What follows belongs to an exercise in optimizing a design on an open flow for small area and few clock cycles; a production flow would make more cautious choices. In this exercise RTL edits were held to simulation tests only and were not proved equivalent to the original. Power is estimated from default activity; no workload was simulated.

Setup of run 1:
==> flow/design.v <==
module mpd_core (
    input  wire        clk,
    input  wire        rst,         
    input  wire        step,        
    input  wire        load,        
    input  wire [8:0]  load_len,
    input  wire [7:0]  sw,          
    output wire        ready,
    output wire [7:0]  imem_addr,
    input  wire [15:0] imem_data,
    output wire [7:0]  rs_out,
    output wire        halted,
    input  wire [4:0]  dbg_sel,
    output reg  [7:0]  dbg_data
);
    reg [7:0] r0, r1, r2, r3, ac, pc, rs, sp;
    reg [7:0] mem [0:15];
    reg       zf;
    reg [8:0] len;          
    assign ready     = 1'b1;
    assign imem_addr = pc;
    assign rs_out    = rs;
    assign halted    = ({1'b0, pc} >= len);
    wire [4:0] op   = imem_data[12:8];
    wire [3:0] dn   = imem_data[7:4];
    wire [3:0] sn   = imem_data[3:0];
    wire [7:0] data = imem_data[7:0];
    wire d_ok = ~dn[3];
    wire s_ok = ~sn[3];
    wire [2:0] di = dn[2:0];
    wire op_add = (op == 5'h00), op_sub = (op == 5'h01), op_inc = (op == 5'h02),
         op_dec = (op == 5'h03), op_cpl = (op == 5'h04), op_and = (op == 5'h05),
         op_or  = (op == 5'h06), op_xor = (op == 5'h07), op_rr  = (op == 5'h08),
         op_rl  = (op == 5'h09), op_call = (op == 5'h16), op_ret = (op == 5'h17),
         op_jz  = (op == 5'h18), op_store = (op == 5'h19), op_load = (op == 5'h1A),
         op_out = (op == 5'h1B), op_in  = (op == 5'h1C), op_set = (op == 5'h1D),
         op_jmp = (op == 5'h1E), op_mov = (op == 5'h1F);
    wire alu2 = op_add | op_sub | op_and | op_or | op_xor;
    wire alu1 = op_inc | op_dec | op_cpl | op_rr | op_rl;
    wire alu_do = (alu2 & d_ok & s_ok) | (alu1 & d_ok);
    wire [7:0] pc_inc = pc + 8'd1;
    reg [2:0] asel, bsel;
    always @(*) begin
        if (op_mov | op_store) asel = sn[2:0];
        else if (op_out)       asel = 3'd4;
        else if (op_call)      asel = 3'd5;
        else if (op_ret)       asel = 3'd7;
        else                   asel = di;
        if (op_store | alu1)   bsel = di;
        else                   bsel = sn[2:0];
    end
    function [7:0] rdreg(input [2:0] i, input [7:0] q0, input [7:0] q1, input [7:0] q2,
                         input [7:0] q3, input [7:0] q4, input [7:0] q5, input [7:0] q6,
                         input [7:0] q7);
        case (i)
            3'd0: rdreg = q0; 3'd1: rdreg = q1; 3'd2: rdreg = q2; 3'd3: rdreg = q3;
            3'd4: rdreg = q4; 3'd5: rdreg = q5; 3'd6: rdreg = q6; default: rdreg = q7;
        endcase
    endfunction
    function [7:0] ohsel(input [7:0] oh, input [7:0] q0, input [7:0] q1, input [7:0] q2,
                         input [7:0] q3, input [7:0] q4, input [7:0] q5, input [7:0] q6,
                         input [7:0] q7);
        ohsel = ({8{oh[0]}} & q0) | ({8{oh[1]}} & q1) | ({8{oh[2]}} & q2) | ({8{oh[3]}} & q3) |
                ({8{oh[4]}} & q4) | ({8{oh[5]}} & q5) | ({8{oh[6]}} & q6) | ({8{oh[7]}} & q7);
    endfunction
    wire [7:0] aoh = 8'd1 << asel;
    wire [7:0] boh = 8'd1 << bsel;
    wire [7:0] a = ohsel(aoh, r0, r1, r2, r3, ac, pc_inc, rs, sp);
    wire [7:0] b = ohsel(boh, r0, r1, r2, r3, ac, pc_inc, rs, sp);
    wire use_b = op_add | op_sub | op_rl | op_xor | op_or | op_and;
    wire inv   = op_sub | op_dec | op_cpl;
    wire cin   = op_sub | op_inc;
    wire kill  = op_xor | op_cpl;
    wire [7:0] y = (b & {8{use_b}}) ^ {8{inv}};
    wire [7:0] p = a ^ y;
    wire [7:0] g = a & y;
    wire [8:0] c;
    assign c[0] = cin;
    genvar k;
    generate
        for (k = 0; k < 8; k = k + 1) begin : g_cy
            assign c[k+1] = g[k] | (p[k] & c[k]);
        end
    endgenerate
    wire [7:0] cc = op_or ? g : kill ? 8'h00 : c[7:0];
    wire [7:0] s  = p ^ cc;
    wire [7:0] r  = op_and ? g : op_rr ? {1'b0, a[7:1]} : s;
    wire [7:0] mrd = mem[b[3:0]];
    wire [7:0] wv = op_load ? mrd : op_set ? data : op_in ? sw : r;
    wire [7:0] wd = rst ? 8'h00 : wv;
    wire do_step = step & ~load & ~halted;    
    wire rf_we = alu_do | ((op_mov | op_load) & d_ok & s_ok) | op_set | op_in | op_out | op_call;
    reg [2:0] widx;
    always @(*) begin
        if (op_set | op_in) widx = 3'd4;
        else if (op_out)    widx = 3'd6;
        else if (op_call)   widx = 3'd7;
        else                widx = di;
    end
    wire we = do_step & rf_we;
    wire pc_wv   = (we & (widx == 3'd5)) | (do_step & op_ret);
    wire pc_data = do_step & (op_jmp | op_call | (op_jz & zf));
    always @(posedge clk) begin
        if (rst | (we & (widx == 3'd0))) r0 <= wd;
        if (rst | (we & (widx == 3'd1))) r1 <= wd;
        if (rst | (we & (widx == 3'd2))) r2 <= wd;
        if (rst | (we & (widx == 3'd3))) r3 <= wd;
        if (rst | (we & (widx == 3'd4))) ac <= wd;
        if (rst | (we & (widx == 3'd6))) rs <= wd;
        if (rst | (we & (widx == 3'd7))) sp <= wd;
        if (rst | load | do_step)
            pc <= (rst | load) ? 8'h00 : pc_data ? data : pc_wv ? wv : pc_inc;
        if (rst | (do_step & alu_do))
            zf <= ~rst & (r == 8'h00);
        if (~rst & load)
            len <= load_len;
    end
    wire m_we = do_step & op_store & d_ok & s_ok;
    integer i;
    always @(posedge clk) begin
        for (i = 0; i < 16; i = i + 1)
            if (rst | (m_we & (b[3:0] == i)))
                mem[i] <= wd;
    end
    always @(*) begin
        case (dbg_sel[4:3])
            2'b00:   dbg_data = rdreg(dbg_sel[2:0], r0, r1, r2, r3, ac, pc, rs, sp);
            2'b01: begin
                case (dbg_sel[2:0])
                    3'd0:    dbg_data = {7'b0, zf};
                    3'd1:    dbg_data = len[7:0];
                    3'd2:    dbg_data = {7'b0, len[8]};
                    default: dbg_data = 8'h00;
                endcase
            end
            default: dbg_data = mem[dbg_sel[3:0]];
        endcase
    end
endmodule
clock: 8.0 ns
lec_check: 0
abc_area: 1
cap_margin: 20
core_margin: 2
core_utilization: 60
gpl_timing_driven: 0
setup_slack_margin: 0.3
slew_margin: 20
standard.sh (not shown) runs the stock make flow with config.mk's settings and CLKGATE_MAP_FILE= SYNTH_SCRIPT=/design/flow/synth_recipe.tcl, a recipe that flattens the netlist after the stock synthesis.
==> flow/flow/run.sh <==
#!/bin/bash
# Layout flow: the standard flow (standard.sh) with
#  - synthesis mapped for area by ABC (&deepsyn, then the &nf mapper;
#    flow/synth.tcl, flow/abc_area_nf.script),
#  - ports buffered with the smallest buffer, sky130_fd_sc_hd__buf_1,
#  - a clock tree of small clock buffers and no dummy loads.
# ORFS writes each step's full log under orfs/logs/; make's own output goes
# to flow_make.log in the work folder.
set -uo pipefail
W=$PWD
CTS_OPTS=${CTS_OPTS:--buf_list sky130_fd_sc_hd__clkbuf_4 -sink_clustering_size 8 -sink_clustering_max_diameter 50}
bash standard.sh \
  SYNTH_SCRIPT="$W/flow/synth.tcl" \
  BUFFER_PORTS_ARGS="-buffer_cell sky130_fd_sc_hd__buf_1" \
  CTS_ARGS="-sink_clustering_enable -repair_clock_nets -dont_use_dummy_load $CTS_OPTS" \
  finish > "$W/flow_make.log" 2>&1
==> flow/flow/abc_area_nf.script <==
&get -n
&st
&deepsyn -T 60
&dch -f
&nf -R 1000 -C 32
&put
==> flow/flow/synth.tcl <==
# The standard flow's synthesis (synth_recipe.tcl in the work folder), with one change:
# the final technology mapping runs ABC with abc_area_nf.script (&deepsyn and
# the &nf area mapper) instead of ORFS's abc_area.script. Everything else, and so
# every register, stays as the standard synthesis makes it.
set flow_dir [file dirname [file normalize [info script]]]
set ::my_abc_script [file join $flow_dir abc_area_nf.script]
proc abc {args} {
  set i [lsearch -exact $args -script]
  if { $i >= 0 } { lset args [expr {$i + 1}] $::my_abc_script }
  yosys abc {*}$args
}
source [file join [file dirname $flow_dir] synth_recipe.tcl]
Testbench counts of run 1, summed over its fixed seeds: cycles 16,064.
The inputs of run 2 differ from those of run 1 as listed below.
- SETUP_SLACK_MARGIN: 0.3 -> 0.2
- CORE_UTILIZATION: 60 -> 55
==> comparison <==
[compare] base=run 1 new=run 2: area after synthesis shows no meaningful change, wire length now sits higher. Run 2 finished end to end and its layout was clean on timing, DRC and antenna. Changes observed in run 2 relative to run 1: setup slack after layout down 81 ps, hold slack down 18 ps, relative contribution of combinational cells to total power flat, count of placed standard cells in the final layout, fillers left out up 0.85%, die footprint up 8.8%. Fraction of power consumed by the clock network, run 2 and run 1: larger value in run 2.
> inputs changed (run 2 -> run 3)
- removing SETUP_SLACK_MARGIN (formerly 0.2)
--- a/flow/flow/run.sh
+++ b/flow/flow/run.sh
@@ -10,3 +10,3 @@
 W=$PWD
-CTS_OPTS=${CTS_OPTS:--buf_list sky130_fd_sc_hd__clkbuf_4 -sink_clustering_size 8 -sink_clustering_max_diameter 50}
+CTS_OPTS=${CTS_OPTS:--buf_list sky130_fd_sc_hd__clkbuf_4 -sink_clustering_size 10 -sink_clustering_max_diameter 50}
 bash standard.sh \
Findings:
Taking run 2 as the reference, in run 3 final design utilization now smaller, wire length went down, final cell count shows a reduction of 0.34%, worst setup slack for register-to-register paths increased 60 ps. Overall track demand over capacity in global routing, run 2 and run 3, higher one = run 2. Reported for run 2 and run 3, synthesized cell count turned out identical to the last digit. The capturing element of the worst setup path comes out mem[2][7] in one run and r2[7] in the other, namely in run 3 and run 2 respectively. Compared with run 2, run 3 shows area growth from synthesis to final layout lower by 0.38 points. Compared with run 2, the router placed fewer vias in run 3. Number of buffers created by CTS in run 3 is 5 lower than in run 2.

// mpd_core: RTL as listed in full above, without the edits since
==> flow/config.mk <==
export PLATFORM = sky130hd
export DESIGN_NAME = mpd_core
export DESIGN_NICKNAME = mpd_core
export VERILOG_FILES = /design/flow/design.v
export SDC_FILE = /design/flow/constraint.sdc
export NUM_CORES = 4
export LEC_CHECK = 0
export ABC_AREA = 1
export CAP_MARGIN = 20
export CORE_MARGIN = 2
export CORE_UTILIZATION = 55
export GPL_TIMING_DRIVEN = 0
export SETUP_SLACK_MARGIN = 0.4
export SLEW_MARGIN = 20
==> flow/constraint.sdc <==
create_clock -name core_clock -period 8.0 [get_ports {clk}]
set_input_delay 1.6000 -clock core_clock [delete_from_list [all_inputs] [get_ports {clk}]]
set_output_delay 1.6000 -clock core_clock [all_outputs]
set_load 0.01 [all_outputs]
==> flow/flow/run.sh <==
#!/bin/bash
# Layout flow: the standard flow (standard.sh) with
#  - synthesis mapped for area by ABC (&deepsyn, then the &nf mapper;
#    flow/synth.tcl, flow/abc_area_nf.script),
#  - ports buffered with the smallest buffer, sky130_fd_sc_hd__buf_1,
#  - a clock tree of small clock buffers and no dummy loads.
# ORFS writes each step's full log under orfs/logs/; make's own output goes
# to flow_make.log in the work folder.
set -uo pipefail
W=$PWD
CTS_OPTS=${CTS_OPTS:--buf_list sky130_fd_sc_hd__clkbuf_4 -sink_clustering_size 7 -sink_clustering_max_diameter 40}
bash standard.sh \
  SYNTH_SCRIPT="$W/flow/synth.tcl" \
  BUFFER_PORTS_ARGS="-buffer_cell sky130_fd_sc_hd__buf_1" \
  CTS_ARGS="-sink_clustering_enable -repair_clock_nets -dont_use_dummy_load $CTS_OPTS" \
  finish > "$W/flow_make.log" 2>&1
Scripts as last shown in full above: flow/flow/abc_area_nf.script, flow/flow/synth.tcl
The baseline produced a clean layout.
Testbench counts at the start, summed over its fixed seeds: cycles 16,064.
Next try:
--- a/flow/flow/run.sh
+++ b/flow/flow/run.sh
@@ -11 +11 @@
-CTS_OPTS=${CTS_OPTS:--buf_list sky130_fd_sc_hd__clkbuf_4 -sink_clustering_size 7 -sink_clustering_max_diameter 40}
+CTS_OPTS=${CTS_OPTS:--buf_list sky130_fd_sc_hd__clkbuf_4 -sink_clustering_size 8 -sink_clustering_max_diameter 50}
After rerunning: Via count barely changes. First-iteration DRC count rises by 5.4%. Clock-buffer cell count decreases by 7. Hold slack gets worse by 0.023 ns. Final cell count drops by 0.91%. Power falls by 1.8%. Clock skew goes up by 0.029 ns. Synthesized cell count is unchanged. Final area went down by 0.76%.

mpd_core, a different RTL version from the one above (not shown whole).
Size: about 200 flip-flops, about 68 I/O pins, about 0.010 mm² of cells after synthesis.
## mpd_core
module mpd_core (
    input  wire        clk,
    input  wire        rst,         
    input  wire        step,        
    input  wire        load,        
    input  wire [8:0]  load_len,
    input  wire [7:0]  sw,          
    output wire        ready,
    output wire [7:0]  imem_addr,
    input  wire [15:0] imem_data,
    output wire [7:0]  rs_out,
    output wire        halted,
    input  wire [4:0]  dbg_sel,
    output reg  [7:0]  dbg_data
);
    reg [7:0] r0, r1, r2, r3, ac, pc, rs, sp;
    reg [7:0] mem [0:15];
    reg       zf;
    reg [8:0] len;          
    assign ready     = 1'b1;
    assign imem_addr = pc;
    assign rs_out    = rs;
    assign halted    = ({1'b0, pc} >= len);
    wire [4:0] op   = imem_data[12:8];
    wire [3:0] dn   = imem_data[7:4];
    wire [3:0] sn   = imem_data[3:0];
    wire [7:0] data = imem_data[7:0];
    wire d_ok = ~dn[3];
    wire s_ok = ~sn[3];
    wire [2:0] di = dn[2:0];
    wire op_add = (op == 5'h00), op_sub = (op == 5'h01), op_inc = (op == 5'h02),
         op_dec = (op == 5'h03), op_cpl = (op == 5'h04), op_and = (op == 5'h05),
         op_or  = (op == 5'h06), op_xor = (op == 5'h07), op_rr  = (op == 5'h08),
         op_rl  = (op == 5'h09), op_call = (op == 5'h16), op_ret = (op == 5'h17),
         op_jz  = (op == 5'h18), op_store = (op == 5'h19), op_load = (op == 5'h1A),
         op_out = (op == 5'h1B), op_in  = (op == 5'h1C), op_set = (op == 5'h1D),
         op_jmp = (op == 5'h1E), op_mov = (op == 5'h1F);
    wire alu2 = op_add | op_sub | op_and | op_or | op_xor;
    wire alu1 = op_inc | op_dec | op_cpl | op_rr | op_rl;
    wire alu_do = (alu2 & d_ok & s_ok) | (alu1 & d_ok);
    wire [7:0] pc_inc = pc + 8'd1;
    reg [2:0] asel, bsel;
    always @(*) begin
        if (op_mov | op_store) asel = sn[2:0];
        else if (op_out)       asel = 3'd4;
        else if (op_call)      asel = 3'd5;
        else if (op_ret)       asel = 3'd7;
  ...
==> flow/config.mk <==
export PLATFORM = sky130hd
export DESIGN_NAME = mpd_core
export DESIGN_NICKNAME = mpd_core
export VERILOG_FILES = /design/flow/design.v
export SDC_FILE = /design/flow/constraint.sdc
export NUM_CORES = 4
export LEC_CHECK = 0
export ABC_AREA = 1
export CAP_MARGIN = 20
export CORE_MARGIN = 2
export CORE_UTILIZATION = 40
export GPL_TIMING_DRIVEN = 0
export SLEW_MARGIN = 20
==> flow/constraint.sdc <==
create_clock -name core_clock -period 8.0 [get_ports {clk}]
set_input_delay 1.6000 -clock core_clock [delete_from_list [all_inputs] [get_ports {clk}]]
set_output_delay 1.6000 -clock core_clock [all_outputs]
set_load 0.01 [all_outputs]
==> flow/flow/run.sh <==
#!/bin/bash
# Layout flow: the standard flow (standard.sh) with
#  - synthesis mapped by ABC's &nf area mapper (flow/synth.tcl),
#  - ports buffered with the smallest buffer, sky130_fd_sc_hd__buf_1,
#  - a clock tree of small clock buffers and no dummy loads.
# ORFS writes each step's full log under orfs/logs/; make's own output goes
# to flow_make.log in the work folder.
set -uo pipefail
W=$PWD
CTS_OPTS=${CTS_OPTS:--buf_list sky130_fd_sc_hd__clkbuf_4 -sink_clustering_size 8 -sink_clustering_max_diameter 50}
bash standard.sh \
  SYNTH_SCRIPT="$W/flow/synth.tcl" \
  BUFFER_PORTS_ARGS="-buffer_cell sky130_fd_sc_hd__buf_1" \
  CTS_ARGS="-sink_clustering_enable -repair_clock_nets -dont_use_dummy_load $CTS_OPTS" \
  finish > "$W/flow_make.log" 2>&1
==> flow/flow/abc_area_nf.script <==
&get -n
&st
&dch -f
&nf -R 1000 -C 32
&put
==> flow/flow/synth.tcl <==
# The standard flow's synthesis (synth_recipe.tcl in the work folder), with one change:
# the final technology mapping runs ABC with abc_area_nf.script (the &nf
# area mapper) instead of ORFS's abc_area.script. Everything else, and so
# every register, stays as the standard synthesis makes it.
set flow_dir [file dirname [file normalize [info script]]]
set ::my_abc_script [file join $flow_dir abc_area_nf.script]
proc abc {args} {
  set i [lsearch -exact $args -script]
  if { $i >= 0 } { lset args [expr {$i + 1}] $::my_abc_script }
  yosys abc {*}$args
}
source [file join [file dirname $flow_dir] synth_recipe.tcl]
The first run ran to the end with no violations.
Testbench counts at the start, summed over its fixed seeds: cycles 16,064.
==> next run, changes <==
==> flow/run.sh (new file) <==
#!/bin/bash
# synth_recipe.tcl (not shown) runs the flow's synth.tcl, then flattens the netlist and writes it again
# the make line also repeats each setting of config.mk as NAME=value (left out here)
make -C /OpenROAD-flow-scripts/flow DESIGN_CONFIG=/design/flow/config.mk WORK_HOME=/design/flow/orfs CLKGATE_MAP_FILE= SYNTH_SCRIPT=/design/flow/synth_recipe.tcl finish
- CTS_BUF_LIST: unset -> sky130_fd_sc_hd__clkbuf_4
- GPL_TIMING_DRIVEN: 0 -> unset
removed: flow/flow/run.sh
removed: flow/flow/abc_area_nf.script
removed: flow/flow/synth.tcl
removed: flow/standard.sh
The new run completed without violations. Routed wire length increases by 19%. Worst hold slack is worse by 0.14 ns. Power increases by 19%. Setup slack is better by 0.78 ns. Clock-buffer cell count increases by 38. Area after synthesis increases by 17%. Via count increases by 25%. First-iteration DRC count decreases by 24%.
==> next run, changes <==
==> flow/flow/run.sh (new file) <==
#!/bin/bash
# Layout flow: the standard flow (standard.sh) with
#  - synthesis mapped by ABC's &nf area mapper (flow/synth.tcl),
#  - ports buffered with the smallest buffer, sky130_fd_sc_hd__buf_1,
#  - a clock tree of small clock buffers and no dummy loads.
# ORFS writes each step's full log under orfs/logs/; make's own output goes
# to flow_make.log in the work folder.
set -uo pipefail
W=$PWD
CTS_OPTS=${CTS_OPTS:--buf_list sky130_fd_sc_hd__clkbuf_4 -sink_clustering_size 8 -sink_clustering_max_diameter 50}
bash standard.sh \
  SYNTH_SCRIPT="$W/flow/synth.tcl" \
  BUFFER_PORTS_ARGS="-buffer_cell sky130_fd_sc_hd__buf_1" \
  CTS_ARGS="-sink_clustering_enable -repair_clock_nets -dont_use_dummy_load $CTS_OPTS" \
  finish > "$W/flow_make.log" 2>&1
==> flow/flow/abc_area_nf.script (new file) <==
&get -n
&st
&dch -f
&nf -R 1000 -C 32
&put
==> flow/flow/synth.tcl (new file) <==
# The standard flow's synthesis (synth_recipe.tcl in the work folder), with one change:
# the final technology mapping runs ABC with abc_area_nf.script (the &nf
# area mapper) instead of ORFS's abc_area.script. Everything else, and so
# every register, stays as the standard synthesis makes it.
set flow_dir [file dirname [file normalize [info script]]]
set ::my_abc_script [file join $flow_dir abc_area_nf.script]
proc abc {args} {
  set i [lsearch -exact $args -script]
  if { $i >= 0 } { lset args [expr {$i + 1}] $::my_abc_script }
  yosys abc {*}$args
}
source [file join [file dirname $flow_dir] synth_recipe.tcl]
==> flow/standard.sh (new file) <==
#!/bin/bash
# synth_recipe.tcl (not shown) runs the flow's synth.tcl, then flattens the netlist and writes it again
# the make line also repeats each setting of config.mk as NAME=value (left out here)
make -C /OpenROAD-flow-scripts/flow DESIGN_CONFIG=/design/flow/config.mk WORK_HOME=/design/flow/orfs CLKGATE_MAP_FILE= SYNTH_SCRIPT=/design/flow/synth_recipe.tcl "${@:-finish}"
- CORE_UTILIZATION: 40 -> 60
- CTS_BUF_LIST: sky130_fd_sc_hd__clkbuf_4 -> unset
- GPL_TIMING_DRIVEN: unset -> 0
removed: flow/run.sh
Synthesized area decreases by 14%; total power is lower by 19%; routed wire length drops by 23%; sequential share of layout area rises by 10 points; hold slack gains 0.12 ns; clock power is lower by 45%; first-iteration DRC count came out higher by 29%; global-route usage came out higher by 9.1 points; die area went down by 42%; clock-buffer cell count decreases by 42; final area drops by 19%.

-- static timing again, ports no longer ideal --
The results above use ideal ports. As a check the final layouts listed here were re-extracted and re-timed, cells and wires unchanged.
Step 1 sets driving cells, clkbuf_16 on the clock port and buf_2 on the other inputs (assumed; they add their load-dependent delay and slew).
Step 2 moves the port delays by t, midway between the first and last clock arrival at a register: inputs arrive t later, outputs are due t later. That takes back most of the time a late clock gives input paths.
Three values: no drivers, after step 1, after step 2; two values: the first two.
run | shift t [ns] | setup WS [ns] | hold slack, ns | worst data-port slew with drivers (ns) | cell pins on the clock port's net
run 1 | 0.718 | 0.478 / 0.492 / -0.226 | 0.899 / 0.899 / 0.899 | 0.04 | 1
run 2 | 0.723 | 0.397 / 0.412 / -0.311 | 0.881 / 0.881 / 0.881 | 0.05 | 1
run 3 | 0.699 | 0.281 / 0.299 / -0.399 | 0.885 / 0.885 / 0.885 | 0.05 | 1
the first run of note 2 | 0.648 | 0.564 / 0.582 / -0.066 | 0.897 / 0.897 / 0.897 | 0.05 | 1
the second run of note 2 | 0.718 | 0.557 / 0.571 / -0.147 | 0.875 / 0.875 / 0.875 | 0.04 | 1
the first run of note 3 | 0.655 | 0.272 / 0.293 / -0.362 | 1.067 / 1.067 / 1.067 | 0.09 | 1
the second run of note 3 | 0.695 | 1.054 / 0.996 / 0.862 | 0.924 / 0.924 / 0.924 | 0.08 | 1
the third run of note 3 | 0.692 | 0.217 / 0.229 / -0.463 | 1.040 / 1.040 / 1.040 | 0.07 | 1
Met with ideal ports but missed after step 2: setup timing in 7 of these runs. The setup slack of run 2, which loses most, moves by +0.015 ns with the drivers and by -0.708 ns with both steps.
